This design comes from an exercise in tuning for small area, a short achievable clock period and few clock cycles per item on the open sky130 flow, not from production work.
The RTL was checked by simulation tests, not by an equivalence proof against the original design.

the baseline:
Design sigpcm_geneval, start of the top module:
module sigpcm_geneval (
    input  wire        clk,
    input  wire        rst,           
    input  wire        req_valid,
    output wire        req_ready,
    input  wire [63:0] req_kind,      
    input  wire [63:0] req_param,     
    input  wire [63:0] req_delay,     
    input  wire [63:0] req_time,      
    input  wire [3:0]  req_width,     
    output wire        resp_valid,
    output wire [2:0]  resp_err,
    output wire [63:0] resp_info,
    output wire [63:0] resp_level,
    output wire [63:0] resp_quant
);
Size in the first run: ~4900 cells after synthesis, about 230 flip-flops, about 460 I/O pins.
export LEC_CHECK = 0
export CAP_MARGIN = 20
export CELL_PAD_IN_SITES_DETAIL_PLACEMENT = 1
export CELL_PAD_IN_SITES_GLOBAL_PLACEMENT = 2
export CORE_MARGIN = 2
export CORE_UTILIZATION = 25
export PLACE_DENSITY = 0.4
export SLEW_MARGIN = 20
export SYNTH_MEMORY_MAX_BITS = 32768
create_clock -name core_clock -period 14.0 [get_ports {clk}]
standard.sh (not shown) runs the stock make flow with config.mk's settings and CLKGATE_MAP_FILE= SYNTH_SCRIPT=/design/flow/synth_recipe.tcl, a recipe that flattens the netlist after the stock synthesis.
==> flow/flow/run.sh <==
#!/bin/bash
set -euo pipefail
SETUP_MARGIN=${SETUP_MARGIN:-8.5}
bash standard.sh synth > synth.log 2>&1
bash standard.sh "SETUP_SLACK_MARGIN=$SETUP_MARGIN" \
    "BUFFER_PORTS_ARGS=-buffer_cell sky130_fd_sc_hd__buf_1" finish > layout.log 2>&1
Testbench counts of the baseline, summed over its fixed seeds: cycles 105,715, items 4,800.
Setup changes, the baseline to the candidate
diff --git a/flow/design.v b/flow/design.v
--- a/flow/design.v
+++ b/flow/design.v
@@ -119,23 +119,24 @@
     reg        rdy;
     reg        vld;
     reg [2:0]  err_r;
     reg [2:0]  kind;
     reg        kind_big;   
     reg        kind_buf;   
     reg [3:0]  width;
     reg [5:0]  qsel;       
     reg        neg;        
     reg [4:0]  cnt;
     reg [4:0]  sh;         
-    reg        f_div_lo, f_div_hi;
+    reg [5:0]  qm;         
+    reg        f_div;      
     reg        f_cin0;     
     reg [63:0] R;          
     reg [63:0] D;          
     reg [63:0] Q;          
     assign req_ready  = rdy;
     assign resp_valid = vld;
     assign resp_err   = err_r;
     assign resp_info  = Q;
     assign resp_level = R;
     assign resp_quant = ({64{qsel[0]}} & {56'd0, R[63:56] ^ 8'h80}) |
                         ({64{qsel[1]}} & {48'd0, R[63:48]}) |
@@ -151,24 +152,23 @@
     wire kind_pos  = (kind == K_SINE) || (kind == K_SQUARE) || (kind == K_RUP) || (kind == K_RDOWN);
     wire is_ramp   = (kind == K_RUP) || (kind == K_RDOWN);
     reg [2:0] chk_err;
     always @(*) begin
         if (!width_ok)                              chk_err = E_WIDTH;
         else if (kind_big)                          chk_err = E_KIND;
         else if (kind_pos && (p_neg || p_zero))     chk_err = E_PARAM;
         else if (kind == K_PULSE && p_neg)          chk_err = E_PARAM;
         else if (kind_buf)                          chk_err = E_BUFFER;
         else                                        chk_err = E_OK;
     end
-    wire [65:0] A  = {f_div_hi ? R[63:31] : {2'b00, R[63:33]},
-                      f_div_lo ? {R[30:0], Q[63:62]} : R[32:0]};
+    wire [65:0] A  = f_div ? {R, Q[63:62]} : {2'b00, R};
     wire [65:0] d1 = {2'b00, D};
     wire [65:0] d2 = {1'b0, D, 1'b0};
     wire        cin1 = !f_cin0;
     wire [65:0] Y1, Y2, Y3;
     wire [65:0] cs_s = A ^ ~d1 ^ ~d2;
     wire [65:0] cs_c = {(A[64:0] & ~d1[64:0]) | (A[64:0] & ~d2[64:0]) | (~d1[64:0] & ~d2[64:0]), 1'b1};
     pfx_add #(.W(66), .ARCH(ARCH)) u_add1 (.a(A),    .b(~d1),  .cin(cin1), .s(Y1));
     pfx_add #(.W(66), .ARCH(ARCH)) u_add2 (.a(A),    .b(~d2),  .cin(1'b1), .s(Y2));
     pfx_add #(.W(66), .ARCH(ARCH)) u_add3 (.a(cs_s), .b(cs_c), .cin(1'b1), .s(Y3));
     wire        ge1 = !Y1[65];
     wire        ge2 = !Y2[65];
@@ -178,23 +178,23 @@
     wire [63:0] rstep = ({64{t3}} & Y3[63:0]) | ({64{t2}} & Y2[63:0]) |
                         ({64{t1}} & Y1[63:0]) | ({64{t0}} & A[63:0]);
     wire        r_nz, p_nz;
     wire [5:0]  r_lz, p_lz;
     sigpcm_lzc u_lzr (.x(R), .nz(r_nz), .lz(r_lz));
     sigpcm_lzc u_lzp (.x(Q), .nz(p_nz), .lz(p_lz));
     wire [6:0]  e_len = {1'b0, p_lz} - {1'b0, r_lz};
     wire [4:0]  m_len = (r_nz && !e_len[6]) ? e_len[5:1] : 5'd0;
     wire [5:0]  shamt = (state == S_C3) ? {sh, 1'b0} : 6'd0;
     wire [63:0] p_shl = Q << shamt;
     wire [7:0]  idx  = Q[7:0];
-    wire [6:0]  lj   = idx[6] ? (7'd64 - {1'b0, idx[5:0]}) : {1'b0, idx[5:0]};
+    wire [6:0]  lj   = idx[6] ? {idx[5:0] == 6'd0, ~qm} : {1'b0, idx[5:0]};
     wire [62:0] lval;
     sigpcm_sine_lut u_lut (
         .j     (lj),
         .level (lval)
     );
     wire ramp_le0 = R[63] || (R[62:0] == {63{1'b1}});    
     wire [63:0] q_next = {Q[61:0], dig};
     reg        fin;
     reg [1:0]  fsrc;      
     reg [1:0]  fconst;
     always @(*) begin
@@ -284,24 +284,23 @@
         R <= r_next;
     end
     always @(posedge clk) begin
         if (rst) begin
             state <= S_IDLE;
             rdy   <= 1'b1;
             vld   <= 1'b0;
         end else begin
             state <= nstate;
             rdy   <= (nstate == S_IDLE);
             vld   <= fin;
-            f_div_lo <= (nstate == S_IDX) || (nstate == S_DIV) || (nstate == S_SQ);
-            f_div_hi <= (nstate == S_IDX) || (nstate == S_DIV) || (nstate == S_SQ) || (nstate == S_LUT);
+            f_div  <= (nstate == S_IDX) || (nstate == S_DIV) || (nstate == S_SQ);
             f_cin0 <= (state == S_IDLE && ((req_kind[2:0] == K_RUP) || (req_kind[2:0] == K_RDOWN))) ||
                       (nstate == S_NEGL);
             case (state)
                 S_IDLE: if (req_valid) begin
                     D        <= req_delay;
                     Q        <= (acc_kbig || acc_kbuf) ? req_kind : req_param;
                     kind     <= req_kind[2:0];
                     kind_big <= acc_kbig;
                     kind_buf <= acc_kbuf;
                     width    <= req_width;
                 end
@@ -314,29 +313,31 @@
                     sh  <= m_len;
                     cnt <= is_ramp ? 5'd31 : m_len;
                 end
                 S_C3: begin
                     D <= p_shl;                             
                 end
                 S_MOD: begin
                     cnt <= cnt - 5'd1;
                     if (cnt == 5'd0) begin
                         D   <= p_shl;                       
                         Q   <= 64'd0;
+                        qm  <= 6'h3f;
                         cnt <= 5'd3;
                     end else begin
                         D <= {2'b00, D[63:2]};
                     end
                 end
                 S_IDX, S_DIV: begin
                     Q   <= q_next;
+                    qm  <= (dig != 2'd0) ? {Q[3:0], dig - 2'd1} : {qm[3:0], 2'b11};
                     cnt <= cnt - 5'd1;
                 end
                 S_LUT: begin
                     D <= 64'd0;
                 end
                 default: ;
             endcase
             if (fin) begin
                 err_r <= (state == S_C1) ? chk_err : E_OK;
                 if (state == S_C1 && chk_err != E_OK) begin
                     Q    <= (chk_err == E_WIDTH) ? {60'd0, width} : Q;
Results
- Looking at cell with the largest stage delay on the worst path, the sky130_fd_sc_hd__o211ai_1 result is from the baseline; the sky130_fd_sc_hd__edfxtp_1 one comes from the candidate.
- Compared with the baseline, the candidate shows a higher count of mapped cells out of synthesis.
- Per the comparison of the candidate with the baseline, count of multi-input gates saw an increase; clock buffer count in the final layout saw a decrease; non-clock buffer count saw a decrease; initial core utilization saw little to no change.
- Die area (the candidate vs. the baseline) increases by a few percent
Testbench counts of the candidate, summed over its fixed seeds: cycles 105,715, items 4,800.

## port drivers added, routing unchanged
How much do the figures lean on ideal ports? The routed layouts below were timed once more, with nothing changed but the port constraints. Step 1 sets driving cells, clkbuf_16 on the clock port and buf_2 on the other inputs (assumed; they add their load-dependent delay and slew). Step 2 moves the port delays by t, midway between the first and last clock arrival at a register: inputs arrive t later, outputs are due t later. That takes back most of the time a late clock gives input paths. Three values: ideal ports, drivers, drivers and shift; two values: the first two.
run | shift t [ns] | slack for setup (ns) | worst setup path at the end | worst slew at a driven data input, ns | pins driven straight from the clock port
the baseline | 0.680 | 8.138 / 8.138 / 8.098 | input to register | 0.08 | 1
the candidate | 0.698 | 8.163 / 8.163 / 8.021 | input to register | 0.07 | 1
After both steps every run listed still meets setup and hold. For the candidate, which loses most, drivers alone change the setup slack by 0.000 ns; drivers and shift together by -0.142 ns.
